Context: an optimization exercise on an open-source flow, tuned for small area. The choices shown serve that exercise and are no tape-out recipe.
The RTL was checked by simulation tests, not by an equivalence proof against the original design.
No driver is modelled on the clock port, so clocking that relies on it looks cheaper here than on a real chip.
No activity file was given, so power comes from the tool's default toggle rates.

$ cat flow/run.sh
#!/bin/bash
# Own layout flow: the standard synthesis, an area re-mapping of its
# combinational logic (registers untouched), then the standard ORFS steps
# with small port buffers and a small clock tree.
set -euo pipefail
W="$(cd "$(dirname "${BASH_SOURCE[0]}")/.." && pwd)"
cd "$W"
R="$W/orfs/results/$FLOW_PLATFORM/graphene_core/base"
LIB="$FLOW_HOME/platforms/$FLOW_PLATFORM/lib/sky130_fd_sc_hd__tt_025C_1v80.lib"

bash standard.sh synth > "$W/log_synth_std.txt" 2>&1
cp "$R/1_2_yosys.v" "$W/std_synth.v"

SEQ=$(grep -oE 'sky130_fd_sc_hd__(df|edf|sdf|sedf|dl)[a-z0-9_]*' "$W/std_synth.v" | sort -u | tr '\n' ' ')
DU=""
for c in $(make -s -C "$FLOW_HOME" DESIGN_CONFIG="$W/config.mk" WORK_HOME="$W/orfs" print-DONT_USE_CELLS 2>/dev/null | sed 's/^DONT_USE_CELLS: *//'); do
  DU="$DU -dont_use $c"
done

cands="b d f h"
for s in $cands; do
  ( REMAP_LIB="$LIB" REMAP_SEQ="$SEQ" REMAP_IN="$W/std_synth.v" REMAP_TOP="$FLOW_TOP" \
    REMAP_ABC="$W/flow/abc_$s.script" REMAP_DONT_USE="$DU" REMAP_OUT="$W/remap_$s.v" \
    timeout 1200 yosys -c "$W/flow/remap.tcl" > "$W/log_remap_$s.txt" 2>&1 || true ) &
done
wait

best=""
best_area=""
for s in $cands; do
  out="$W/remap_$s.v"
  [[ -f "$out.stat" && -f "$out" ]] || { echo "remap $s failed"; continue; }
  area=$(grep -oE "Chip area for module .*: [0-9.]+" "$out.stat" | awk '{print $NF}')
  echo "remap $s: $area"
  if [[ -n "$area" ]] && { [[ -z "$best_area" ]] || awk "BEGIN{exit !($area < $best_area)}"; }; then
    best="$out"; best_area="$area"
  fi
done
std_area=$(grep -oE "Chip area for module .*: [0-9.]+" "$W/orfs/reports/$FLOW_PLATFORM/graphene_core/base/synth_stat.txt" | awk '{print $NF}')
echo "standard synthesis: $std_area, best remap: $best_area ($best)"
if [[ -n "$best" ]] && awk "BEGIN{exit !($best_area < $std_area)}"; then
  cp "$best" "$R/1_2_yosys.v"
  rm -f "$R/1_synth.odb" "$R/1_synth.sdc"
  bash standard.sh synth > "$W/log_synth_odb.txt" 2>&1
fi

bash standard.sh \
  BUFFER_PORTS_ARGS="-buffer_cell sky130_fd_sc_hd__buf_1" \
  CTS_ARGS="-sink_clustering_enable -repair_clock_nets -dont_use_dummy_load -root_buf sky130_fd_sc_hd__clkbuf_8 -buf_list sky130_fd_sc_hd__clkbuf_8" \
  finish > "$W/log_finish.txt" 2>&1
$ cat flow/abc_b.script
strash
&get -n
&deepsyn -I 4 -T 60
&put
strash
&get -n
&dch -f
&nf -R 1000
&put
topo
$ cat flow/abc_d.script
strash
&get -n
&deepsyn -I 4 -T 60 -S 7
&put
strash
&get -n
&dch -f
&nf -R 1000
&put
topo
$ cat flow/abc_f.script
strash
&get -n
&deepsyn -I 4 -T 60
&put
strash
&get -n
&dch -f
&nf -R 1000
&put
strash
&get -n
&dch -f
&nf -R 1000
&put
topo
$ cat flow/abc_h.script
strash
&get -n
&deepsyn -I 4 -T 60 -S 3
&put
strash
dch -f
amap
topo
$ cat flow/remap.tcl
# Re-map the combinational logic of the standard synthesis netlist for area.
# Every register instance is kept as it is (same name, same cell).
yosys -import
set lib $::env(REMAP_LIB)
read_liberty -ignore_miss_func $lib
foreach m [split $::env(REMAP_SEQ) " "] {
  if {$m ne ""} { setattr -mod -set blackbox 1 $m }
}
read_verilog $::env(REMAP_IN)
hierarchy -top $::env(REMAP_TOP)
flatten
yosys rename -hide w:*.*
opt_clean
abc -liberty $lib -script $::env(REMAP_ABC) {*}$::env(REMAP_DONT_USE)
opt_clean -purge
hilomap -singleton -hicell sky130_fd_sc_hd__conb_1 HI -locell sky130_fd_sc_hd__conb_1 LO
splitnets
opt_clean -purge
insbuf -buf sky130_fd_sc_hd__buf_1 A X
tee -o $::env(REMAP_OUT).stat stat -liberty $lib
write_verilog -noattr -nohex -nodec $::env(REMAP_OUT)
$ cat standard.sh
#!/bin/bash
# synth_recipe.tcl (not shown) runs the flow's synth.tcl, then flattens the netlist and writes it again
# the make line also repeats each setting of config.mk as NAME=value (left out here)
make -C /OpenROAD-flow-scripts/flow DESIGN_CONFIG=/design/flow/config.mk WORK_HOME=/design/flow/orfs CLKGATE_MAP_FILE= SYNTH_SCRIPT=/design/flow/synth_recipe.tcl "${@:-finish}"
$ cat config.mk
export PLATFORM = sky130hd
export DESIGN_NAME = graphene_core
export DESIGN_NICKNAME = graphene_core
export VERILOG_FILES = /design/flow/design.v
export SDC_FILE = /design/flow/constraint.sdc
export NUM_CORES = 4
export LEC_CHECK = 0
export CAP_MARGIN = 20
export CORE_MARGIN = 2
export CORE_UTILIZATION = 65
export SLEW_MARGIN = 20
$ cat constraint.sdc
create_clock -name core_clock -period 8.0 [get_ports {clk}]
set_input_delay 1.6000 -clock core_clock [delete_from_list [all_inputs] [get_ports {clk}]]
set_output_delay 1.6000 -clock core_clock [all_outputs]
set_load 0.01 [all_outputs]
$ cat design.v
module graphene_core (
    input  wire        clk,
    input  wire        rst,           
    input  wire        rx_valid,
    input  wire [7:0]  rx_data,
    output wire        rx_ready,
    output wire        tx_valid,
    output wire [7:0]  tx_data,
    input  wire        tx_ready,
    output wire        dir,           
    input  wire        sense_in,
    output reg         sense_out,
    output wire        dev_reset,
    output wire        ev_valid,
    output wire [1:0]  ev_kind,       
    output wire [7:0]  ev_time,
    output wire [7:0]  ev_channel,
    output wire [7:0]  ev_id,
    output wire [7:0]  ev_value,
    input  wire        ev_ready,
    input  wire        ans_handled,
    input  wire        ans_reply,
    input  wire [2:0]  ans_len,
    input  wire [31:0] ans_data
);
    localparam [3:0] S_IDLE = 4'b0000,
                     S_DEST = 4'b0001,
                     S_LEN  = 4'b0010,
                     S_CMD  = 4'b0011,
                     S_BN   = 4'b1000,
                     S_EXEC = 4'b1001,
                     S_EVT  = 4'b1010,
                     S_THDR = 4'b1101,
                     S_TLS  = 4'b1110,
                     S_TB   = 4'b1111;
    localparam [1:0] G_ERR = 2'd0, G_F = 2'd1, G_1 = 2'd2, G_7 = 2'd3;
    function [7:0] add8;
        input [7:0] a;
        input [7:0] b;
        input       ci;
        integer k;
        reg c;
        begin
            c = ci;
            for (k = 0; k < 8; k = k + 1) begin
                add8[k] = a[k] ^ b[k] ^ c;
                c = (a[k] & b[k]) | (c & (a[k] ^ b[k]));
            end
        end
    endfunction
    function [7:0] inc8;
        input [7:0] a;
        input       ci;
        integer k;
        reg c;
        begin
            c = ci;
            for (k = 0; k < 8; k = k + 1) begin
                inc8[k] = a[k] ^ c;
                c = c & a[k];
            end
        end
    endfunction
    function [4:0] dec5;
        input [4:0] a;
        integer k;
        reg b;
        begin
            b = 1'b1;
            for (k = 0; k < 5; k = k + 1) begin
                dec5[k] = a[k] ^ b;
                b = b & !a[k];
            end
        end
    endfunction
    function [3:0] inc4;
        input [3:0] a;
        integer k;
        reg c;
        begin
            c = 1'b1;
            for (k = 0; k < 4; k = k + 1) begin
                inc4[k] = a[k] ^ c;
                c = c & a[k];
            end
        end
    endfunction
    reg [3:0]  state;
    reg        mark;       
    reg [7:0]  id;
    reg [7:0]  cntr;
    reg [7:0]  sum;
    reg        bcast;
    reg [4:0]  cnt;        
    reg [1:0]  grp;
    reg [2:0]  lo;
    reg [31:0] buf_q;      
    wire st_idle = (state == S_IDLE);
    wire st_dest = (state == S_DEST);
    wire st_len  = (state == S_LEN);
    wire st_cmd  = (state == S_CMD);
    wire st_b    = (state[3:2] == 2'b01);
    wire st_bn   = (state == S_BN);
    wire st_exec = (state == S_EXEC);
    wire st_evt  = (state == S_EVT);
    wire in_tx   = (state[3:2] == 2'b11);
    wire st_thdr = (state == S_THDR);
    wire st_tls  = (state == S_TLS);
    wire st_tb   = (state == S_TB);
    wire cnt2    = (cnt == 5'd2);
    wire fill    = st_b && cnt2;                      
    wire rx_st   = !state[3] || st_bn;
    assign rx_ready = rx_st && !fill;
    wire pop     = rx_valid && rx_ready;
    wire is_sync = (rx_data == 8'hE0);
    wire is_mark = !mark && (rx_data == 8'hD0);
    wire syncp   = pop && is_sync;
    wire dec     = pop && !st_idle && !is_sync && !is_mark;
    wire [7:0] dec_val = inc8(rx_data, mark);
    wire [7:0] body0 = buf_q[7:0];
    wire accept   = (dec_val != 8'h00) && (dec_val == 8'hFF || dec_val == id);
    wire len_ovf  = dec_val[7] || dec_val[6] || (dec_val[5] && dec_val[4:0] != 5'd0);
    wire len_none = (dec_val[7:1] == 7'd0);
    wire [3:0] hi = dec_val[7:4];
    wire [1:0] cgrp = (hi == 4'hF && dec_val[3:1] == 3'd0) ? G_F :
                      (hi == 4'h1 && !dec_val[3] && (!dec_val[2] || dec_val[1:0] == 2'd0)) ? G_1 :
                      (hi == 4'h7 && !dec_val[3]) ? G_7 : G_ERR;
    wire cs_ok    = (dec_val == sum);
    wire body_b   = dec && (st_b || st_bn) && !cnt2;    
    wire cs_b     = dec && st_bn && cnt2;                
    wire k_reset  = (grp == G_F) && !lo[0];
    wire k_assign = (grp == G_F) &&  lo[0];
    wire k_incr   = (grp == G_7) && (lo == 3'd2);
    wire k_cntr   = (grp == G_7) && (lo == 3'd3);
    wire k_sense  = (grp == G_7) && (lo == 3'd1);
    wire k_event  = (grp == G_7) && lo[2];
    wire k_ans    = k_event;                           
    wire id_unset = (id == 8'hFF);
    wire rst_ok   = st_exec && k_reset && (body0 == 8'hD9);
    wire asg_ok   = st_exec && k_assign && sense_in && id_unset;
    wire exec_reply = (grp == G_1) || ((grp == G_7) && !lo[2] && !k_incr) ||
                      (k_assign && sense_in && id_unset) || ((grp == G_ERR) && !bcast);
    wire ev_fire  = st_evt && ev_ready;
    wire ev_reply = lo[1] && (ans_handled ? ans_reply : !bcast);
    wire cnt3 = (cnt == 5'd3);
    reg [7:0] rom;
    always @(*) begin
        rom = 8'h01;
        if (grp == G_1) begin
            case (lo)
            3'd0: rom = (cnt == 5'd4) ? 8'h41 : cnt3 ? 8'h42 : 8'h01;
            3'd1: rom = cnt3 ? 8'h13 : 8'h01;
            3'd2: rom = cnt3 ? 8'h30 : 8'h01;
            3'd3: rom = cnt3 ? 8'h10 : 8'h01;
            default: case (cnt)
                5'd12, 5'd11: rom = 8'h01;
                5'd9:         rom = 8'h4F;
                5'd8:         rom = 8'h6C;
                5'd7:         rom = 8'h04;
                default:      rom = 8'h00;
            endcase
            endcase
        end else if (k_sense && cnt3) begin
            rom = {7'd0, sense_in};
        end
    end
    wire       dyn_sel = cnt2 || k_ans || (k_cntr && cnt3);
    wire [7:0] dyn     = cnt2 ? sum : k_ans ? buf_q[7:0] : cntr;
    wire       stuff   = st_tb && dyn_sel && (dyn == 8'hE0 || dyn == 8'hD0);
    wire [7:0] status  = (grp == G_ERR) ? {5'd0, lo} : 8'h01;
    reg [7:0] tx_byte;     
    always @(*) begin
        case (state[1:0])
        2'b01:   tx_byte = mark ? 8'h00 : 8'hE0;
        2'b10:   tx_byte = mark ? status : {3'd0, cnt};
        default: tx_byte = dyn_sel ? dyn : rom;
        endcase
    end
    wire pair = st_thdr || st_tls || stuff;             
    assign tx_valid = in_tx;
    assign dir      = in_tx;
    assign tx_data  = !stuff ? tx_byte :
                      mark   ? {3'b110, dyn[5], 4'hF} : 8'hD0;
    wire tx_fire = in_tx && tx_ready;
    wire tx_adv  = tx_fire && (mark || !pair);
    wire tb_body = st_tb && tx_adv && !cnt2;            
    wire tb_end  = st_tb && tx_adv && cnt2;             
    assign ev_valid   = st_evt;
    assign ev_kind    = lo[1:0];
    assign ev_time    = buf_q[7:0];
    assign ev_channel = buf_q[15:8];
    assign ev_id      = buf_q[23:16];
    assign ev_value   = buf_q[31:24];
    assign dev_reset  = rst_ok;
    wire sh = (st_b && (fill || dec)) || tb_body;
    wire hd = !ev_fire && !sh;
    wire [31:0] buf_sh = {fill ? 8'h00 : dec_val, buf_q[31:8]};
    always @(posedge clk)
        buf_q <= ({32{hd}} & buf_q) | ({32{sh}} & buf_sh) | ({32{ev_fire}} & ans_data);
    wire sum_clr = syncp || st_thdr;
    wire tx_add  = (st_tls && tx_fire) || tb_body;
    wire [7:0] addend = ({8{dec}} & rx_data) | ({8{tx_add}} & tx_byte);
    always @(posedge clk)
        sum <= {8{!sum_clr}} & add8(sum, addend, dec && mark);
    wire c_inc = st_exec && k_incr;
    wire c_clr = rst || (tb_end && k_cntr);
    always @(posedge clk)
        cntr <= {8{!c_clr}} & inc8(cntr, c_inc);
    wire id_set = rst || rst_ok;
    always @(posedge clk) begin
        id        <= {8{id_set}} | ({8{asg_ok}} & body0) | ({8{!asg_ok}} & id);
        sense_out <= id_set || (sense_out && !(tb_end && (grp == G_F)));
    end
    reg [4:0] mlen;        
    always @(*) begin
        case (grp)
        G_1:     mlen = (lo == 3'd0) ? 5'd5 : (lo == 3'd4) ? 5'd12 : 5'd4;
        G_F:     mlen = 5'd3;
        G_7:     mlen = (lo == 3'd0) ? 5'd3 : 5'd4;
        default: mlen = 5'd2;
        endcase
    end
    always @(posedge clk) begin
        if (dec && st_len)
            cnt <= (len_none || len_ovf) ? 5'd2 : dec_val[4:0];
        else if (body_b || tb_body)
            cnt <= dec5(cnt);
        else if (st_exec)
            cnt <= mlen;
        else if (ev_fire)
            cnt <= {2'd0, ans_len & {3{ans_handled}}} + 5'd2;
    end
    always @(posedge clk) begin
        if (dec && st_dest)
            bcast <= (dec_val == 8'hFF);
        if (dec && st_cmd) begin
            grp <= cgrp;
            lo  <= (cgrp == G_ERR) ? 3'd2 : dec_val[2:0];
        end else if (dec && st_len && len_ovf) begin
            grp <= G_ERR;
            lo  <= 3'd4;
        end else if (cs_b && !cs_ok) begin
            grp <= G_ERR;
            lo  <= 3'd3;
        end else if (ev_fire && !ans_handled) begin
            grp <= G_ERR;
            lo  <= 3'd2;
        end
    end
    wire go_next = (dec && st_dest && accept) ||
                   (dec && st_len && !len_ovf) ||
                   (dec && st_cmd) ||
                   (st_b && (fill || dec)) ||
                   (cs_b && cs_ok) ||
                   (st_exec && k_event) ||
                   ((st_thdr || st_tls) && tx_adv) ||
                   tb_end;
    wire go_thdr = (dec && st_len && len_ovf && !bcast) ||
                   (cs_b && !cs_ok) ||
                   (st_exec && exec_reply) ||
                   (ev_fire && ev_reply);
    wire go_idle = (dec && st_dest && !accept) ||
                   (dec && st_len && len_ovf && bcast) ||
                   (st_exec && !exec_reply && !k_event) ||
                   (ev_fire && !ev_reply);
    always @(posedge clk) begin
        if (rst)
            state <= S_IDLE;
        else if (syncp)
            state <= S_DEST;
        else if (go_thdr)
            state <= S_THDR;
        else if (go_idle)
            state <= S_IDLE;
        else if (go_next)
            state <= inc4(state);
        if (rst)
            mark <= 1'b0;
        else if (pop)
            mark <= is_mark && !st_idle && !is_sync;
        else if (tx_fire)
            mark <= pair && !mark;
    end
endmodule
==> impl_metrics.toml, run 1 <==
[global_route]
grt_max_degree = 34
track_usage = 0.4048
top_usage_layer = "met2"
use_met2 = 0.6638
use_met1 = 0.5012
grt_overflow = 0
grt_pass1_wl_mm = 22.83
grt_pass1_vias = 4745
antenna_found_initial = 0
grt_util_met3 = 0.1003

[yosys]
netlist_area_um2 = 4188
yosysWarnings = 1
synthCells = 578
syn-num-nets = 629
syn_avg_cell_area_um2 = 7.245

[cts]
post_cts_buffers = 0
cts-root-buf = "clkbuf_8"
cts-resized-gates = 0
clock_latency_ns = 0.35
postCtsHoldBufs = 0
numCtsBuffers = 9
cts.sink_count = 73
h-tree-depth = 3
clk_pin_slew_ns = 0.08
cts_tree = "built"
cts.path.max_buffers = 2

[final_layout]
finalNetCount = 742
finish.utilization = 0.7686
area_growth_pct = 15.21
final_layout_size_suffix_gt1_frac = 0.02467
diodes = 0
final_area_um2 = 4825

[timing]
fin_crit_ns = 6.494
finalMaxSlewViolations = 0
relSlewSlack = 0.2307
setup_viol = 0
max_freq_ghz = 0.1540
fin_skew_ns = 0.03109
min_period_over_period = 0.8117
fin_ws_ns = 1.506
rsz0062_at_grt = "no"
final_hold_viol_count = 0
fin_setup_tns_ns = 0
worst_slew_pin_slew_ns = 1.142

[critical_path]
critPathLaunchType = "flip-flop"
cp-end-kind = "flip-flop"
cpPeakStageDelay_ns = 0.70
slowest_stage = "o21ai_0"
required_ns = 8.28
path_class = "reg2reg"
arrival_ns = 6.78
crit_top_cell = "nor2_1"
crit_fanout = 12

[pwr]
leakage_nw = 1.652
fin_total_pwr_mw = 0.8561
peakVddDrop_mv = 0.1805
power_density_nw_per_um2 = 177.4

[placement]
gp_congestion = 1.096
pre_cts_ws_ns = 1.764
place_hpwl_mm = 11.15
placedInstanceArea_um2 = 4696
port_buffers = 98

[routing]
drt-total-wl_mm = 14.59
dr.first_iter.drc_count = 799
vias_per_cell = 6.772
detail_route.wl_per_cell_um = 19.05
vias = 5187
drt.antenna.violating_nets = 0
drc = 0
dr.pass1.iters = 9

[die]
rows = 29
start_util = 0.6671
core_area_um2 = 6277
die_area_um2 = 7101
fp.dieH_um = 84.27
die_w_um = 84.27
ios = 99

[outcome]
status = "no timing/DRC/antenna violations"

[min_path]
worstHoldPathType = "reg2reg"

[job]
maxCapViolations = 0
==> per-layer routing <==
metal	vias up	part of all wire
met1	2341	0.37
li1	2330	-
met4	0	0.051
met3	92	0.13
met2	424	0.45
met5	-	0
==> layout by cell type, fill, tap and decap left out, types with 2 or more instances in the layout <==
cell type	instances
clkbuf_8	9
nor2b_1	2
or4_1	4
a211oi_1	12
a221o_1	6
nor2_1	93
o22ai_1	22
a41oi_1	2
or2_0	2
a22oi_1	9
dfxtp_1	62
nand2_1	42
o21ai_0	56
a2111oi_0	2
o221ai_1	8
clkinv_1	114
and2_0	2
nand3_1	11
a31oi_1	4
nor3_1	20
o21a_1	4
o32a_1	2
o22a_1	2
o211ai_1	2
buf_1	98
a21oi_1	24
and3_1	2
o21bai_1	2
edfxtp_1	11
nand4_1	6
a222oi_1	27
buf_4	7
nor4_1	9
==> path summary, 6_finish.rpt <==
path	startpoint	slack [ns]	endpoint	cells after the start
worst max-delay path	cnt[0]$_DFFE_PP_	1.51	sum[7]$_DFF_P_	34
worst min-delay path	sense_out$_DFF_P_	0.48	sense_out$_DFF_P_	2
worst max register to register	cnt[0]$_DFFE_PP_	1.51	sum[7]$_DFF_P_	34
worst min register to register	sense_out$_DFF_P_	0.48	sense_out$_DFF_P_	2
==> state kept, by name, summed over array words and instances (netlist names) <==
register,flops
buf_q,32
cntr,8
id,8
sum,8
cnt,5
state,4
lo,3
grp,2
bcast,1
mark,1
sense_out,1
==> stage by stage <==
step           cells  hold slack [ns]
3_3_place_gp     757           0.4567
5_1_grt          766           0.4865
3_5_place_dp     757           0.4709
2_1_floorplan    578           0.4356
6_report         766           0.4835
4_1_cts          766           0.4869
==> report_power, final <==
part / switching (mW) / internal, mW / total [mW]
registers: 0.0616 / 0.414 / 0.475
logic: 0.0897 / 0.0672 / 0.157
clock network: 0.123 / 0.100 / 0.224
==> critical path, delay by kind of cell (launching register included) <==
kind,cells,cell delay [ns]
AO/OA/AOI/OAI,13,2.65
AND/OR/NAND/NOR,17,2.58
buffers and inverters,4,0.68
flip-flops,1,0.51
==> final cells by class <==
type	count	area (um2)
multi-input cells	388	2185
flip-flops and latches	73	1572
fillers	481	1453
inverters	114	427.9
repair buffers	105	420.4
clock buffers	9	123.9
well taps	77	96.34
==> run 2: changes to the inputs <==
--- a/config.mk
+++ b/config.mk
@@ -9,3 +9,3 @@
 export CORE_MARGIN = 2
-export CORE_UTILIZATION = 65
+export CORE_UTILIZATION = 40
 export SLEW_MARGIN = 20
==> run 2 against run 1 <==
Global-route usage decreased by 12 points. Area after synthesis unchanged. Sequential cell count unchanged. Critical path depth unchanged. Sequential power about the same. Clock power about the same. Final area increased by 1.8%. Critical path type unchanged. Critical endpoint unchanged.
==> impl_metrics.toml, run 2 <==
[outcome]
status = "no timing/DRC/antenna violations"

[final_layout]
final_area_um2 = 4913
mostFrequentLayoutCells = "clkinv_1, buf_1, nor2_1, dfxtp_1, o21ai_0"
largest-register = "buf_q"
final_common_cell = "clkinv_1"
instances_no_fill = 827
finish.utilization = 0.4802
area_growth_pct = 17.33
finalNetCount = 744
largest_reg_flops = 32
final_layout_size_suffix_gt1_frac = 0.02750
diodes = 0

[global_route]
use_met2 = 0.4615
use_met1 = 0.3832
grt_max_degree = 34
grt_pass1_vias = 4406
antenna_found_initial = 0
track_usage = 0.2830
top_usage_layer = "met2"
grt_pass1_wl_mm = 24.45
grt_overflow = 0
grt_util_met3 = 0.04108

[placement]
gp_congestion = 0.9810
place_hpwl_mm = 12.68
port_buffers = 98
placedInstanceArea_um2 = 4785
place_inst = 818

[timing]
fin_crit_ns = 6.473
min_period_over_period = 0.8092
rsz0062_at_grt = "no"
relSlewSlack = 0.3330
worst_slew_pin_slew_ns = 0.9900
fin_skew_ns = 0.01961
fin_setup_tns_ns = 0
max_freq_ghz = 0.1545
finalMaxSlewViolations = 0
final_hold_viol_count = 0
setup_viol = 0

[routing]
drt-total-wl_mm = 15.79
vias_per_cell = 5.878
dr.first_iter.drc_count = 666
dr.pass1.iters = 7
detail_route.wl_per_cell_um = 19.10
drt.antenna.violating_nets = 0
vias = 4861
drc = 0

[die]
start_util = 0.4093
ios = 99
fp.dieH_um = 106.3
rows = 37
core_area_um2 = 10230
die_area_um2 = 11300
die_w_um = 106.3

[critical_path]
path_class = "reg2reg"
cpPeakStageDelay_ns = 0.68
crit_top_cell = "nor2_1"
slowest_stage = "o21ai_0"
cp-end-kind = "flip-flop"
crit_fanout = 12
arrival_ns = 6.75
required_ns = 8.28
critPathLaunchType = "flip-flop"

[pwr]
fin_total_pwr_mw = 0.8514
leakage_nw = 1.662
power_density_nw_per_um2 = 173.3
peakVddDrop_mv = 0.1078

[cts]
cts.path.max_buffers = 2
cts.sink_count = 73
cts_tree = "built"
postCtsHoldBufs = 0
post_cts_buffers = 0
clk_pin_slew_ns = 0.07
cts-resized-gates = 0
cts-root-buf = "clkbuf_8"
numCtsBuffers = 9
clock_latency_ns = 0.35
h-tree-depth = 3

[yosys]
synthCells = 578
yosysWarnings = 1
syn_avg_cell_area_um2 = 7.245
netlist_area_um2 = 4188
syn-num-nets = 629

[min_path]
worstHoldPathType = "reg2reg"

[job]
maxCapViolations = 0
-- run 2: final timing paths --
check / depth (start not counted) / endpoint / slack, ns / startpoint
setup reg to reg: 34 / sum[7]$_DFF_P_ / 1.53 / cnt[0]$_DFFE_PP_
hold reg to reg: 2 / sense_out$_DFF_P_ / 0.49 / sense_out$_DFF_P_
hold / removal: 2 / sense_out$_DFF_P_ / 0.49 / sense_out$_DFF_P_
setup / recovery: 34 / sum[7]$_DFF_P_ / 1.53 / cnt[0]$_DFFE_PP_
-- run 2: final cells by class --
type,count,area (um2)
Timing Repair Buffer,107,435.4
Multi-Input combinational cell,388,2185
Fill cell,1090,5318
Sequential cell,73,1572
Clock buffer,9,123.9
Tap cell,136,170.2
Inverter,114,427.9
-- run 2: metrics by stage --
step	worst slack [ns]	hold WS [ns]
2_1_floorplan	1.898	0.4356
5_1_grt	0.7683	0.5057
4_1_cts	1.630	0.4871
3_3_place_gp	2.004	0.4613
6_report	1.527	0.4895
3_5_place_dp	1.691	0.4738
-- run 2: worst max-delay path: cells and delay by family (launching register included) --
family	cells	cell delay, ns
AND/OR/NAND/NOR	17	2.60
AO/OA/AOI/OAI	13	2.58
flip-flops	1	0.49
buffers and inverters	4	0.70
-- run 2: metal layers --
layer  share of wire  vias up
met5               0        -
met4           0.026        0
met3           0.082       26
met2            0.46      231
met1            0.43     2251
li1                -     2353
-- run 2: report_power, final --
part	switching [mW]	internal (mW)	leakage (nW)	total [mW]
sequential	0.0600	0.414	0.609	0.474
combinational	0.0870	0.0678	0.988	0.155
clock	0.122	0.100	0.0647	0.223
total	0.269	0.582	1.66	0.851
==> run 3: changes to the inputs <==
--- a/flow/run.sh
+++ b/flow/run.sh
@@ -48,2 +48,3 @@
   BUFFER_PORTS_ARGS="-buffer_cell sky130_fd_sc_hd__buf_1" \
+  POST_CTS_TCL="$W/flow/post_cts.tcl" \
   CTS_ARGS="-sink_clustering_enable -repair_clock_nets -dont_use_dummy_load -root_buf sky130_fd_sc_hd__clkbuf_8 -buf_list sky130_fd_sc_hd__clkbuf_8" \
==> flow/post_cts.tcl (new file) <==
proc my_worst_clk_slew {} {
  set worst 0
  foreach p [get_pins -hierarchical */CLK] {
    foreach rf {rise fall} {
      set s [get_property $p slew_max_$rf]
      if {$s > $worst} { set worst $s }
    }
  }
  return $worst
}
set my_lim 0.112
estimate_parasitics -placement
puts "clock slew before downsizing: [my_worst_clk_slew]"
foreach my_small {sky130_fd_sc_hd__clkbuf_4 sky130_fd_sc_hd__clkbuf_2} {
  foreach inst [get_cells *] {
    set ref [get_property $inst ref_name]
    if {![string match sky130_fd_sc_hd__clkbuf_* $ref]} continue
    if {$ref eq $my_small} continue
    if {[regexp {clkbuf_(\d+)$} $ref -> a] && [regexp {clkbuf_(\d+)$} $my_small -> b] && $b > $a} continue
    set name [get_name $inst]
    replace_cell $inst $my_small
    estimate_parasitics -placement
    if {[my_worst_clk_slew] > $my_lim} {
      replace_cell [get_cells $name] $ref
      estimate_parasitics -placement
    } else {
      puts "clock buffer $name: $ref -> $my_small"
    }
  }
}
puts "clock slew after downsizing: [my_worst_clk_slew]"
--- a/config.mk
+++ b/config.mk
@@ -7,5 +7,6 @@
 export LEC_CHECK = 0
-export CAP_MARGIN = 20
+export CAP_MARGIN = 10
 export CORE_MARGIN = 2
-export CORE_UTILIZATION = 40
-export SLEW_MARGIN = 20
+export CORE_UTILIZATION = 65
+export GPL_TIMING_DRIVEN = 0
+export SLEW_MARGIN = 10
==> run 3 against run 2 <==
Critical path depth decreased by 1. Total power decreased by 4.1%. Critical endpoint unchanged. Setup slack worse by 0.79 ns. Hold slack got worse by 0.0052 ns. Area after synthesis did not move. Non-clock buffer count decreased by 4. Sequential power down 0.8%. Sequential share of layout area up 0.96 points. Die area fell by 37%. Global-route usage grew 11 points.
==> impl_metrics.toml, run 3 <==
[min_path]
min_to = "sense_out$_DFF_P_"
hold_start = "sense_out$_DFF_P_"
worstHoldPathType = "reg2reg"
min_path_cells = 2

[routing]
vias = 5164
dr.pass1.iters = 6
dr.first_iter.drc_count = 820
vias_per_cell = 6.759
drt-total-wl_mm = 14.28
drt.antenna.violating_nets = 0
detail_route.wl_per_cell_um = 18.69
drc = 0

[final_layout]
largest-register = "buf_q"
largest_reg_flops = 32
diodes = 0
final_area_um2 = 4771
fillers = 497
final_common_cell = "clkinv_1"
finalNetCount = 740
area_growth_pct = 13.92
mostFrequentLayoutCells = "clkinv_1, buf_1, nor2_1, dfxtp_1, o21ai_0"
final_layout_size_suffix_gt1_frac = 0.01892

[critical_path]
r2r_end = "sum[7]$_DFF_P_"
rr_worst_depth = 33
required_ns = 8.44
arrival_ns = 7.70
crit_fanout = 8
crit_top_cell = "nor2_1"
path_class = "reg2reg"
r2r_start = "cnt[0]$_DFFE_PP_"
reg2reg_slack_ns = 0.74
cpPeakStageDelay_ns = 0.82
cp-end-kind = "flip-flop"
critPathLaunchType = "flip-flop"
slowest_stage = "o21ai_0"

[cts]
cts_tree = "built"
clock_latency_ns = 0.52
cts.sink_count = 73
clk_pin_slew_ns = 0.08

[pwr]
leakage_nw = 1.618
power_density_nw_per_um2 = 171.1
peakVddDrop_mv = 0.1429

[timing]
worst_slew_pin_slew_ns = 1.285
fin_ws_ns = 0.7401
min_period_over_period = 0.9075
rsz0062_at_grt = "no"
finalMaxSlewViolations = 0
max_freq_ghz = 0.1377
fin_crit_ns = 7.260
fin_skew_ns = 0.02915
final_hold_viol_count = 0
setup_viol = 0
relSlewSlack = 0.1342

[yosys]
yosysWarnings = 1
synthCells = 578
netlist_area_um2 = 4188
syn-num-nets = 629
syn_avg_cell_area_um2 = 7.245

[global_route]
track_usage = 0.3974
grt_overflow = 0
grt_pass1_vias = 4695
antenna_found_initial = 0
grt_max_degree = 34
grt_pass1_wl_mm = 22.38

[die]
fp.dieH_um = 84.27
die_w_um = 84.27
die_area_um2 = 7101
start_util = 0.6671
core_area_um2 = 6277
rows = 29
ios = 99

[placement]
place_hpwl_mm = 11.02
placedInstanceArea_um2 = 4683
pre_cts_ws_ns = 1.183
gp_congestion = 1.014
port_buffers = 98

[job]
maxCapViolations = 0

[outcome]
status = "no timing/DRC/antenna violations"
==> run 3: how the worst max path moves through the flow <==
stage                                start          endpoint  slack, ns  cells past startpoint
after floorplan           cnt[0]$_DFFE_PP_    sum[7]$_DFF_P_       1.90                     32
after global placement    cnt[0]$_DFFE_PP_  buf_q[3]$_DFF_P_      -0.31                     19
after detailed placement  cnt[0]$_DFFE_PP_    sum[7]$_DFF_P_       1.18                     33
after global routing      cnt[0]$_DFFE_PP_    sum[7]$_DFF_P_       0.17                     33
final                     cnt[0]$_DFFE_PP_    sum[7]$_DFF_P_       0.74                     33
==> run 3: worst max-delay path: cells and delay by family (launching register included) <==
| kind | cells | cell delay (ns) |
|---|---|---|
| compound gates | 13 | 2.89 |
| buf+inv | 3 | 0.64 |
| flops | 1 | 0.56 |
| simple gates | 17 | 3.10 |
==> run 3: area by class of cell <==
class / instances / area, um2 / area share
multi-input combinational: 388 / 2186 / 0.4582
tap: 77 / 96.34 / 0.02019
clock buffer: 9 / 87.58 / 0.01836
buffer: 3 / 11.26 / 0.002360
inverter: 114 / 427.9 / 0.08969
sequential: 73 / 1572 / 0.3294
timing repair buffer: 100 / 390.4 / 0.08183
==> run 3: through the flow <==
| stage | total power [mW] | util | instances | setup TNS (ns) | hold WS, ns |
|---|---|---|---|---|---|
| floorplan | 0.5621 | - | 578 | 0 | 0.4356 |
| global placement | 0.6148 | 0.7411 | 753 | -9.013 | 0.4556 |
| detailed placement | 0.6256 | 0.7461 | 755 | 0 | 0.4583 |
| global route | 0.8448 | 0.7600 | 764 | 0 | 0.5109 |
| finish | 0.8162 | 0.7600 | 764 | 0 | 0.4843 |
==> run 3: per-layer routing <==
layer / share of wire / global-route usage / vias to the layer above
met3: 0.12 / 0.08948 / 82
met5: 0 / 0 / -
met2: 0.46 / 0.6609 / 409
met1: 0.38 / 0.4860 / 2318
li1: - / - / 2355
met4: 0.048 / 0.1950 / 0
==> run 3: power by group <==
part	internal, mW	total, mW	switching, mW
Combinational	0.0663	0.156	0.0899
Sequential	0.414	0.470	0.0560
Clock	0.0675	0.190	0.123
Total	0.547	0.816	0.269
==> run 4: changes to the inputs <==
--- a/design.v
+++ b/design.v
@@ -31,3 +31,2 @@
                      S_EXEC = 4'b1001,
-                     S_EVT  = 4'b1010,
                      S_THDR = 4'b1101,
@@ -97,2 +96,3 @@
     reg [31:0] buf_q;      
+    wire k_event_r = (grp == 2'd3) && lo[2];
     wire st_idle = (state == S_IDLE);
@@ -104,3 +104,3 @@
     wire st_exec = (state == S_EXEC);
-    wire st_evt  = (state == S_EVT);
+    wire st_evt  = (state == S_EXEC) && k_event_r;
     wire in_tx   = (state[3:2] == 2'b11);
@@ -145,23 +145,16 @@
     wire cnt3 = (cnt == 5'd3);
-    reg [7:0] rom;
-    always @(*) begin
-        rom = 8'h01;
-        if (grp == G_1) begin
-            case (lo)
-            3'd0: rom = (cnt == 5'd4) ? 8'h41 : cnt3 ? 8'h42 : 8'h01;
-            3'd1: rom = cnt3 ? 8'h13 : 8'h01;
-            3'd2: rom = cnt3 ? 8'h30 : 8'h01;
-            3'd3: rom = cnt3 ? 8'h10 : 8'h01;
-            default: case (cnt)
-                5'd12, 5'd11: rom = 8'h01;
-                5'd9:         rom = 8'h4F;
-                5'd8:         rom = 8'h6C;
-                5'd7:         rom = 8'h04;
-                default:      rom = 8'h00;
-            endcase
-            endcase
-        end else if (k_sense && cnt3) begin
-            rom = {7'd0, sense_in};
-        end
-    end
+    wire       t_1    = (grp == G_1) && !lo[2];             
+    wire       t_feat = (grp == G_1) &&  lo[2];             
+    wire       f_89   = cnt[3] && !cnt[2] && !cnt[1];       
+    wire [7:0] rom;
+    assign rom[7] = 1'b0;
+    assign rom[6] = (t_1 && lo[1:0] == 2'd0 && !(cnt[2] && cnt[0])) || (t_feat && f_89);
+    assign rom[5] = (t_1 && lo[1:0] == 2'd2 && cnt[0]) || (t_feat && f_89 && !cnt[0]);
+    assign rom[4] = t_1 && lo[1:0] != 2'd0 && cnt[0];
+    assign rom[3] = t_feat && f_89;
+    assign rom[2] = t_feat && (f_89 || (cnt[2] && cnt[1] && cnt[0]));
+    assign rom[1] = (t_1 && !lo[1] && cnt[1]) || (t_feat && f_89 && cnt[0]);
+    assign rom[0] = t_feat ? (cnt[3] && (cnt[2] || cnt[0])) :
+                    t_1    ? (lo[1:0] == 2'd0 ? !cnt[1] : lo[1:0] == 2'd1 ? 1'b1 : !cnt[0]) :
+                    k_sense && cnt[0] ? sense_in : 1'b1;
     wire       dyn_sel = cnt2 || k_ans || (k_cntr && cnt3);
@@ -222,28 +215,26 @@
     end
-    always @(posedge clk) begin
-        if (dec && st_len)
-            cnt <= (len_none || len_ovf) ? 5'd2 : dec_val[4:0];
-        else if (body_b || tb_body)
-            cnt <= dec5(cnt);
-        else if (st_exec)
-            cnt <= mlen;
-        else if (ev_fire)
-            cnt <= {2'd0, ans_len & {3{ans_handled}}} + 5'd2;
-    end
-    always @(posedge clk) begin
+    wire       c_len  = dec && st_len;
+    wire       c_dec  = body_b || tb_body;
+    wire       c_mlen = st_exec && !k_event;
+    wire       c_ans  = ev_fire;
+    wire       c_hold = !(c_len || c_dec || c_mlen || c_ans);
+    always @(posedge clk)
+        cnt <= ({5{c_len}}  & ((len_none || len_ovf) ? 5'd2 : dec_val[4:0])) |
+               ({5{c_dec}}  & dec5(cnt)) |
+               ({5{c_mlen}} & mlen) |
+               ({5{c_ans}}  & ({2'd0, ans_len & {3{ans_handled}}} + 5'd2)) |
+               ({5{c_hold}} & cnt);
+    always @(posedge clk)
         if (dec && st_dest)
             bcast <= (dec_val == 8'hFF);
-        if (dec && st_cmd) begin
-            grp <= cgrp;
-            lo  <= (cgrp == G_ERR) ? 3'd2 : dec_val[2:0];
-        end else if (dec && st_len && len_ovf) begin
-            grp <= G_ERR;
-            lo  <= 3'd4;
-        end else if (cs_b && !cs_ok) begin
-            grp <= G_ERR;
-            lo  <= 3'd3;
-        end else if (ev_fire && !ans_handled) begin
-            grp <= G_ERR;
-            lo  <= 3'd2;
-        end
+    wire k_cmd = dec && st_cmd;
+    wire k_ovf = dec && st_len && len_ovf;
+    wire k_cse = cs_b && !cs_ok;
+    wire k_unk = ev_fire && !ans_handled;
+    wire k_hold = !(k_cmd || k_ovf || k_cse || k_unk);
+    always @(posedge clk) begin
+        grp <= ({2{k_cmd}} & cgrp) | ({2{k_hold}} & grp);
+        lo  <= ({3{k_cmd}} & ((cgrp == G_ERR) ? 3'd2 : dec_val[2:0])) |
+               ({3{k_ovf}} & 3'd4) | ({3{k_cse}} & 3'd3) | ({3{k_unk}} & 3'd2) |
+               ({3{k_hold}} & lo);
     end
@@ -254,3 +245,2 @@
                    (cs_b && cs_ok) ||
-                   (st_exec && k_event) ||
                    ((st_thdr || st_tls) && tx_adv) ||
@@ -259,3 +249,3 @@
                    (cs_b && !cs_ok) ||
-                   (st_exec && exec_reply) ||
+                   (st_exec && !k_event && exec_reply) ||
                    (ev_fire && ev_reply);
@@ -263,3 +253,3 @@
                    (dec && st_len && len_ovf && bcast) ||
-                   (st_exec && !exec_reply && !k_event) ||
+                   (st_exec && !k_event && !exec_reply) ||
                    (ev_fire && !ev_reply);
--- a/flow/run.sh
+++ b/flow/run.sh
@@ -19,3 +19,3 @@
 
-cands="b d f h"
+cands="p1 p2 p3 p4"
 for s in $cands; do
==> flow/abc_p1.script (new file) <==
strash
&get -n
&deepsyn -I 4 -T 60 -S 3
&put
strash
dch -f
amap
topo
==> flow/abc_p2.script (new file) <==
strash
&get -n
&deepsyn -I 4 -T 180 -S 3
&put
strash
dch -f
amap
topo
==> flow/abc_p3.script (new file) <==
strash
&get -n
&deepsyn -I 3 -T 120 -S 3
&put
strash
&get -n
&deepsyn -I 3 -T 120 -S 5
&put
strash
dch -f
amap
topo
==> flow/abc_p4.script (new file) <==
strash
&get -n
&deepsyn -I 4 -T 180 -S 3
&put
strash
&get -n
&dch -f
&nf -R 1000
&put
topo
removed: flow/abc_b.script
removed: flow/abc_d.script
removed: flow/abc_f.script
removed: flow/abc_h.script
==> run 4 against run 3 <==
Still clean. Setup slack better by 0.98 ns. Area after synthesis is 2.7% lower. Final area is 2.8% lower. Via count is 0.56% lower. Synthesized cell count is 0.69% lower. Critical path depth is 4 lower. Critical path type unchanged.
==> impl_metrics.toml, run 4 <==
[die]
core_area_um2 = 5991
ios = 99
die_w_um = 83.17
die_area_um2 = 6916
rows = 28
start_util = 0.6800
fp.dieH_um = 83.17

[critical_path]
endpoint = "sum[7]$_DFF_P_"
arrival_ns = 6.68
required_ns = 8.40
r2r_start = "cnt[2]$_DFF_P_"
cp-end-kind = "flip-flop"
crit_family = "simple AND/OR/NAND/NOR gates"
crit_fanout = 12
path_class = "reg2reg"
r2r_end = "sum[7]$_DFF_P_"
critPathLaunchType = "flip-flop"
rr_worst_depth = 29
reg2reg_slack_ns = 1.72
cp.depth = 29
startpoint = "cnt[2]$_DFF_P_"
crit_top_cell = "nor2_1"
crit_buf_inv = 4
slowest_stage = "nor2_1"
cpPeakStageDelay_ns = 0.69

[final_layout]
final_area_um2 = 4636
area_growth_pct = 13.79
final_layout_size_suffix_gt1_frac = 0.01757
largest_reg_flops = 32
largest-register = "buf_q"
final_common_cell = "clkinv_1"
diodes = 0
mostFrequentLayoutCells = "clkinv_1, buf_1, nor2_1, dfxtp_1, o21ai_0"
finalNetCount = 736

[global_route]
grt_pass1_wl_mm = 22.07
grt_pass1_vias = 4657
antenna_found_initial = 0
grt_overflow = 0
grt_max_degree = 35
track_usage = 0.3950

[yosys]
synthCells = 574
syn-num-nets = 625
syn_avg_cell_area_um2 = 7.097
netlist_area_um2 = 4074
yosysWarnings = 1

[routing]
vias = 5135
drt-total-wl_mm = 13.94
dr.pass1.iters = 20
dr.first_iter.drc_count = 855
drt.antenna.violating_nets = 0
drc = 0
vias_per_cell = 6.774
detail_route.wl_per_cell_um = 18.39

[placement]
place_hpwl_mm = 10.72
placedInstanceArea_um2 = 4558
port_buffers = 98
gp_congestion = 1.041

[timing]
fin_crit_ns = 6.281
max_freq_ghz = 0.1592
min_period_over_period = 0.7851
fin_skew_ns = 0.03777
setup_viol = 0
final_hold_viol_count = 0
fin_setup_tns_ns = 0
finalMaxSlewViolations = 0
relSlewSlack = 0.2417
worst_slew_pin_slew_ns = 1.126
rsz0062_at_grt = "no"

[pwr]
p_switching_mw = 0.3825
power_density_nw_per_um2 = 208.2
peakVddDrop_mv = 0.2096
p_clk_frac = 0.190
leakage_nw = 1.551
fin_total_pwr_mw = 0.9651
intPower_mw = 0.5827
combPwrFrac = 0.315
seq_power_share = 0.495
p_sw_frac = 0.3963

[job]
maxCapViolations = 0

[min_path]
worstHoldPathType = "reg2reg"

[cts]
cts.sink_count = 73
cts_tree = "built"
clk_pin_slew_ns = 0.11
clock_latency_ns = 0.52

[outcome]
status = "no timing/DRC/antenna violations"
run 4: tightest hold or removal path: stages, from the launching register on:
cell and delay, ns:
dfxtp_1 0.32, clkinv_1 0.04, o21ai_0 0.07
run 4: final cells by class:
| type | count | area [um2] |
|---|---|---|
| plain buffers | 3 | 11.26 |
| clock buffers | 9 | 77.57 |
| fillers | 455 | 1355 |
| inverters | 108 | 405.4 |
| multi-input cells | 390 | 2188 |
| flip-flops and latches | 73 | 1471 |
| well taps | 75 | 93.84 |
| repair buffers | 100 | 387.9 |
run 4: metal layers:
| layer | vias up | part of all wire | GRT usage |
|---|---|---|---|
| li1 | 2320 | - | - |
| met1 | 2309 | 0.39 | 0.5154 |
| met2 | 420 | 0.43 | 0.6092 |
| met3 | 86 | 0.13 | 0.1074 |
| met4 | 0 | 0.048 | 0.1833 |
| met5 | - | 0 | 0 |
run 4: stage by stage:
stage               std cells  setup WS (ns)    util  hold WS [ns]
finish                    758          1.719  0.7738        0.4775
global placement          747          1.506  0.7571        0.4535
floorplan                 574          3.119       -        0.4422
global route              758          1.277  0.7738        0.5274
detailed placement        749          1.948  0.7609        0.4662
run 4: worst min path at each step:
stage,from,end,slack (ns),cells after the start
after floorplan,cntr[4]$_DFF_P_,cntr[4]$_DFF_P_,0.44,2
after global placement,sense_out$_DFF_P_,sense_out$_DFF_P_,0.45,2
after detailed placement,sense_out$_DFF_P_,sense_out$_DFF_P_,0.47,2
after global routing,buf_q[18]$_DFF_P_,buf_q[10]$_DFF_P_,0.53,2
final,sense_out$_DFF_P_,sense_out$_DFF_P_,0.48,2
run 4: power groups by stage:
stage / clock network (mW) / registers, mW / logic [mW]
final: 0.183 / 0.478 / 0.304
after global routing: 0.192 / 0.484 / 0.333
after detailed placement: 0 / 0.482 / 0.290
after global placement: 0 / 0.479 / 0.281
after floorplan: 0 / 0.468 / 0.204
==> run 5: changes to the inputs <==
--- a/flow/run.sh
+++ b/flow/run.sh
@@ -19,3 +19,3 @@
 
-cands="p1 p2 p3 p4"
+cands="p1 q3 q4 q6"
 for s in $cands; do
==> flow/abc_q3.script (new file) <==
strash
&get -n
&synch2
&deepsyn -I 4 -T 60 -S 3
&put
strash
dch -f
amap
topo
==> flow/abc_q4.script (new file) <==
strash
&get -n
&deepsyn -I 4 -T 60 -S 3
&put
strash
dch -f
amap
strash
&get -n
&deepsyn -I 2 -T 60 -S 7
&put
strash
dch -f
amap
topo
==> flow/abc_q6.script (new file) <==
strash
&get -n
&syn2
&deepsyn -I 4 -T 60 -S 3
&put
strash
dch -f
amap
topo
--- a/flow/post_cts.tcl
+++ b/flow/post_cts.tcl
@@ -10,3 +10,3 @@
 }
-set my_lim 0.112
+set my_lim 0.105
 estimate_parasitics -placement
removed: flow/abc_p2.script
removed: flow/abc_p3.script
removed: flow/abc_p4.script
==> run 5 against run 4 <==
Still clean. Maximum frequency is 3.6% higher. Clock power hardly changed. Routed wire length is 1.6% lower. Synthesized cell count is 0.70% lower. Sequential cell count stayed put. Cell count is 0.66% lower. Critical path type unchanged. Largest power group unchanged.
==> impl_metrics.toml, run 5 <==
[global_route]
track_usage = 0.3951
antenna_found_initial = 0
grt_pass1_wl_mm = 22.16
grt_pass1_vias = 4584
grt_max_degree = 35
grt_overflow = 0

[job]
maxCapViolations = 0

[die]
fp.dieH_um = 82.88
rows = 28
start_util = 0.6790
ios = 99
die_area_um2 = 6868
die_w_um = 82.88
core_area_um2 = 5956

[placement]
pre_cts_ws_ns = 2.215
gp_congestion = 1.044
place_hpwl_mm = 10.47
port_buffers = 98
placedInstanceArea_um2 = 4523

[cts]
clk_pin_slew_ns = 0.10
cts.sink_count = 73
clock_latency_ns = 0.42
cts_tree = "built"

[pwr]
p_switching_mw = 0.4133
p_clk_frac = 0.181
seq_power_share = 0.481
power_density_nw_per_um2 = 220.3
peakVddDrop_mv = 0.1852
p_sw_frac = 0.4076
intPower_mw = 0.6007
leakage_nw = 1.577
combPwrFrac = 0.338

[final_layout]
largest-register = "buf_q"
area_growth_pct = 13.83
largest_reg_flops = 32
diodes = 0
fillers = 463
final_area_um2 = 4603
mostFrequentLayoutCells = "nor2_1, clkinv_1, buf_1, dfxtp_1, o21ai_0"
final_layout_size_suffix_gt1_frac = 0.01622
final_common_cell = "nor2_1"
finalNetCount = 731

[routing]
dr.pass1.iters = 8
vias_per_cell = 6.651
detail_route.wl_per_cell_um = 18.23
drt.antenna.violating_nets = 0
drt-total-wl_mm = 13.73
drc = 0
dr.first_iter.drc_count = 795
vias = 5008

[critical_path]
crit_family = "simple AND/OR/NAND/NOR gates"
startpoint = "cnt[1]$_DFF_P_"
r2r_start = "cnt[1]$_DFF_P_"
path_class = "reg2reg"
cp-end-kind = "flip-flop"
cpPeakStageDelay_ns = 0.72
crit_top_cell = "nor2_1"
crit_buf_inv = 3
arrival_ns = 6.41
slowest_stage = "nor2_1"
required_ns = 8.35
crit_fanout = 13
critPathLaunchType = "flip-flop"

[yosys]
yosysWarnings = 1
syn-num-nets = 621
synthCells = 570
syn_avg_cell_area_um2 = 7.095
netlist_area_um2 = 4044

[timing]
min_period_over_period = 0.7577
finalMaxSlewViolations = 0
relSlewSlack = 0.2564
setup_viol = 0
final_hold_viol_count = 0
worst_slew_pin_slew_ns = 1.101
fin_skew_ns = 0.03368
max_freq_ghz = 0.1650
fin_setup_tns_ns = 0
fin_ws_ns = 1.939
rsz0062_at_grt = "no"
fin_crit_ns = 6.061

[min_path]
worstHoldPathType = "reg2reg"
hold_start = "buf_q[30]$_DFF_P_"

[outcome]
status = "no timing/DRC/antenna violations"
run 5: power by group through the flow:
stage | clock [mW] | sequential [mW] | combinational (mW)
finish | 0.184 | 0.488 | 0.342
floorplan | 0 | 0.475 | 0.229
global placement | 0 | 0.489 | 0.319
detailed placement | 0 | 0.490 | 0.326
global route | 0.198 | 0.493 | 0.372
run 5: area by class of cell:
type                    instances  area (um2)  area share
well taps                      75       93.84     0.02039
flip-flops and latches         73        1471      0.3197
clock buffers                   9       80.08     0.01740
inverters                     103       386.6     0.08399
repair buffers                 99       382.9     0.08317
plain buffers                   3       11.26    0.002446
multi-input cells             391        2177      0.4730
run 5: worst paths after layout:
check	to	slack (ns)	cells past startpoint
setup / recovery	sum[7]$_DFF_P_	1.94	27
hold / removal	buf_q[22]$_DFF_P_	0.49	2
setup reg to reg	sum[7]$_DFF_P_	1.94	27
hold reg to reg	buf_q[22]$_DFF_P_	0.49	2
run 5: worst reg2reg max path: stages (launching register included):
cell,delay [ns]
dfxtp_1,0.48
nand4_1,0.16
nor2_1,0.72
clkinv_1,0.47
nand2_1,0.22
nor2_1,0.07
a221oi_1,0.36
a21oi_1,0.13
or4_1,0.46
nor2_1,0.23
clkinv_1,0.17
o211ai_1,0.22
o21ai_0,0.23
clkinv_1,0.18
o22ai_1,0.12
nand2_1,0.10
o21ai_0,0.14
o22ai_1,0.21
nor2_1,0.09
a21oi_1,0.16
nor2_1,0.09
a21oi_1,0.21
a21oi_1,0.13
nor2_1,0.16
nor2_1,0.08
o22ai_1,0.18
nor2_1,0.07
a211oi_1,0.16
run 5: routing by layer:
metal / up-vias / track usage / wire, um
met4: 0 / 0.1997 / 726
li1: 2311 / - / -
met5: - / 0 / 0
met2: 421 / 0.5843 / 5736
met3: 77 / 0.1382 / 2001
met1: 2199 / 0.5107 / 5261
run 5: through the flow:
step,utilization,std cells,hold WS [ns],total power [mW]
floorplan,-,570,0.4431,0.7045
global placement,0.7565,743,0.4548,0.8082
detailed placement,0.7595,744,0.4747,0.8161
global route,0.7729,753,0.5092,1.063
finish,0.7729,753,0.4882,1.014
==> run 6: changes to the inputs <==
--- a/flow/run.sh
+++ b/flow/run.sh
@@ -19,3 +19,3 @@
 
-cands="p1 q3 q4 q6"
+cands="p1 q3 q4 q10"
 for s in $cands; do
==> flow/abc_q10.script (new file) <==
strash
&get -n
&deepsyn -I 4 -T 60 -S 3
&put
strash
dch -f
amap
strash
&get -n
&deepsyn -I 2 -T 60 -S 7
&put
strash
dch -f
amap
strash
&get -n
&deepsyn -I 2 -T 60 -S 1
&put
strash
dch -f
amap
topo
--- a/config.mk
+++ b/config.mk
@@ -9,3 +9,3 @@
 export CORE_MARGIN = 2
-export CORE_UTILIZATION = 65
+export CORE_UTILIZATION = 75
 export GPL_TIMING_DRIVEN = 0
removed: flow/abc_q6.script
==> run 6 against run 5 <==
The flow now stops in 3_3_place_gp. Synthesized cell count stayed put. Area after synthesis unchanged.
==> impl_metrics.toml, run 6 <==
[outcome]
status = "stopped before the end"
lastStage = "3_3_place_gp"
error = "[ERROR GPL-0301] Utilization 101.005 % exceeds 100%."

[die]
die_w_um = 77.43
rows = 26
start_util = 0.7868
fp.dieH_um = 77.43
ios = 99

[yosys]
netlist_area_um2 = 4044
syn-num-nets = 621
syn_avg_cell_area_um2 = 7.095
yosysWarnings = 1
synthCells = 570

[placement]
port_buffers = 98
==> run 7: changes to the inputs <==
--- a/flow/run.sh
+++ b/flow/run.sh
@@ -19,3 +19,3 @@
 
-cands="p1 q3 q4 q10"
+cands="q3 q4"
 for s in $cands; do
--- a/config.mk
+++ b/config.mk
@@ -9,3 +9,3 @@
 export CORE_MARGIN = 2
-export CORE_UTILIZATION = 75
+export CORE_UTILIZATION = 70
 export GPL_TIMING_DRIVEN = 0
removed: flow/abc_p1.script
removed: flow/abc_q10.script
==> run 7 against run 6 <==
The run now finishes clean. Synthesized cell count did not move. Area after synthesis did not move.
==> impl_metrics.toml, run 7 <==
[yosys]
netlist_area_um2 = 4044
synthCells = 570
syn_avg_cell_area_um2 = 7.095
syn-num-nets = 621
yosysWarnings = 1

[timing]
finalMaxSlewViolations = 0
rsz0062_at_grt = "no"
fin_setup_tns_ns = 0
holdWs_ns = 0.4847
relSlewSlack = 0.08084
max_freq_ghz = 0.1604
setup_viol = 0
final_hold_viol_count = 0
worst_slew_pin_slew_ns = 1.361
min_period_over_period = 0.7791
fin_crit_ns = 6.233
fin_skew_ns = 0.03854

[die]
rows = 27
die_w_um = 80.01
ios = 99
core_area_um2 = 5540
die_area_um2 = 6401
fp.dieH_um = 80.01
start_util = 0.7299

[critical_path]
cp-end-kind = "output pin"
reg2reg_slack_ns = 1.80
rr_worst_depth = 27
critPathLaunchType = "flip-flop"
endpoint = "tx_data[1]"
arrival_ns = 4.63
required_ns = 6.40
r2r_start = "cnt[1]$_DFF_P_"
path_class = "reg2out"
startpoint = "cnt[1]$_DFF_P_"
crit_fanout = 13
r2r_end = "sum[7]$_DFF_P_"

[routing]
vias = 5171
drc = 0
vias_per_cell = 6.895
drt-total-wl_mm = 13.69
drt.antenna.violating_nets = 0
detail_route.wl_per_cell_um = 18.25
dr.pass1.iters = 9
dr.first_iter.drc_count = 882

[pwr]
seq_power_share = 0.483
combPwrFrac = 0.338
power_density_nw_per_um2 = 222.1
p_clk_frac = 0.178
peakVddDrop_mv = 0.1979
p_switching_mw = 0.4203
leakage_nw = 1.579
p_sw_frac = 0.4110
intPower_mw = 0.6023
fin_total_pwr_mw = 1.023

[placement]
place_hpwl_mm = 10.31
gp_congestion = 1.179
placedInstanceArea_um2 = 4519
port_buffers = 98

[final_layout]
final_layout_size_suffix_gt1_frac = 0.01622
seq_area_um2 = 1471
finish.utilization = 0.8308
largest_reg_flops = 32
largest-register = "buf_q"
fillers = 383
finalNetCount = 731
mostFrequentLayoutCells = "nor2_1, clkinv_1, buf_1, dfxtp_1, o21ai_0"
multi_input_area_um2 = 2177
final_common_cell = "nor2_1"
area_growth_pct = 13.83
final_area_um2 = 4603
diodes = 0

[global_route]
grt_overflow = 0
grt_max_degree = 35
antenna_found_initial = 0
grt_pass1_wl_mm = 21.13
grt_pass1_vias = 4498
track_usage = 0.4295

[cts]
cts.sink_count = 73
clk_pin_slew_ns = 0.11
cts_tree = "built"
clock_latency_ns = 0.52

[min_path]
worstHoldPathType = "reg2reg"

[job]
maxCapViolations = 0

[outcome]
status = "no timing/DRC/antenna violations"
==> run 7: worst min-delay path by stage <==
stage                                 start                end  slack [ns]  cells after the start
final                       cntr[7]$_DFF_P_    cntr[7]$_DFF_P_        0.48                      1
after detailed placement  buf_q[13]$_DFF_P_   buf_q[5]$_DFF_P_        0.47                      2
after global placement    sense_out$_DFF_P_  sense_out$_DFF_P_        0.46                      2
after global routing        cntr[7]$_DFF_P_    cntr[7]$_DFF_P_        0.52                      1
after floorplan             cntr[4]$_DFF_P_    cntr[4]$_DFF_P_        0.44                      2
==> run 7: layer usage <==
layer  up-vias  global-route usage  part of all wire
met2       468              0.6525              0.43
li1       2312                   -                 -
met3       122              0.1210              0.15
met1      2269              0.5421              0.36
met4         0              0.2508             0.061
met5         -                   0                 0
==> run 7: final cells by class <==
type                            instances  area share
Buffer                                  3    0.002446
Clock buffer                            9     0.01821
Inverter                              103     0.08399
Multi-Input combinational cell        391      0.4730
Sequential cell                        73      0.3197
Tap cell                               72     0.01957
Timing Repair Buffer                   99     0.08317
==> run 7: metrics by stage <==
| stage | worst slack (ns) | std cells |
|---|---|---|
| 2_1_floorplan | 3.133 | 570 |
| 6_report | 1.767 | 750 |
| 3_3_place_gp | 1.444 | 740 |
| 3_5_place_dp | 2.272 | 741 |
| 5_1_grt | 1.316 | 750 |
==> run 7: critical path: stages (launching register included) <==
cell,delay [ns]
dfxtp_1,0.50
nand4_1,0.18
nor2_1,0.71
clkinv_1,0.48
nand2_1,0.22
nor2_1,0.07
a221oi_1,0.40
a21oi_1,0.11
or4_1,0.46
nor2_1,0.24
clkinv_1,0.18
nor2_1,0.16
clkinv_1,0.14
nand2_1,0.09
buf_1,0.15
==> run 7: power groups by stage <==
stage	registers (mW)	logic [mW]	clock network [mW]
final	0.494	0.346	0.182
after global routing	0.495	0.370	0.194
after detailed placement	0.494	0.327	0
after global placement	0.493	0.317	0
after floorplan	0.475	0.229	0

==> port drivers added, routing unchanged <==
The results above use ideal ports. As a check the final layouts listed here were re-extracted and re-timed, cells and wires unchanged.
Step 1, drivers: a clkbuf_16 drives clk and a buf_2 each remaining input, both assumed.
Step 2 moves the port delays by t, midway between the first and last clock arrival at a register: inputs arrive t later, outputs are due t later. That takes back most of the time a late clock gives input paths.
a / b / c = ideal / step 1 / step 2; a / b = the first two.
run | t, ns | slack for setup (ns) | latest minus earliest clock arrival (ns) | pins driven straight from the clock port
run 1 | 0.369 | 1.506 / 1.506 / 1.506 | 0.031 / 0.031 | 1
run 2 | 0.373 | 1.527 / 1.527 / 1.527 | 0.019 / 0.020 | 1
run 3 | 0.533 | 0.740 / 0.740 / 0.740 | 0.029 / 0.030 | 1
run 4 | 0.528 | 1.719 / 1.719 / 1.682 | 0.038 / 0.038 | 1
run 5 | 0.438 | 1.939 / 1.939 / 1.939 | 0.034 / 0.034 | 1
run 7 | 0.533 | 1.767 / 1.738 / 1.803 | 0.038 / 0.038 | 1
After both steps setup and hold are still met in every run listed. The setup slack of run 4, which loses most, moves by 0.000 ns with the drivers and by -0.037 ns with both steps.
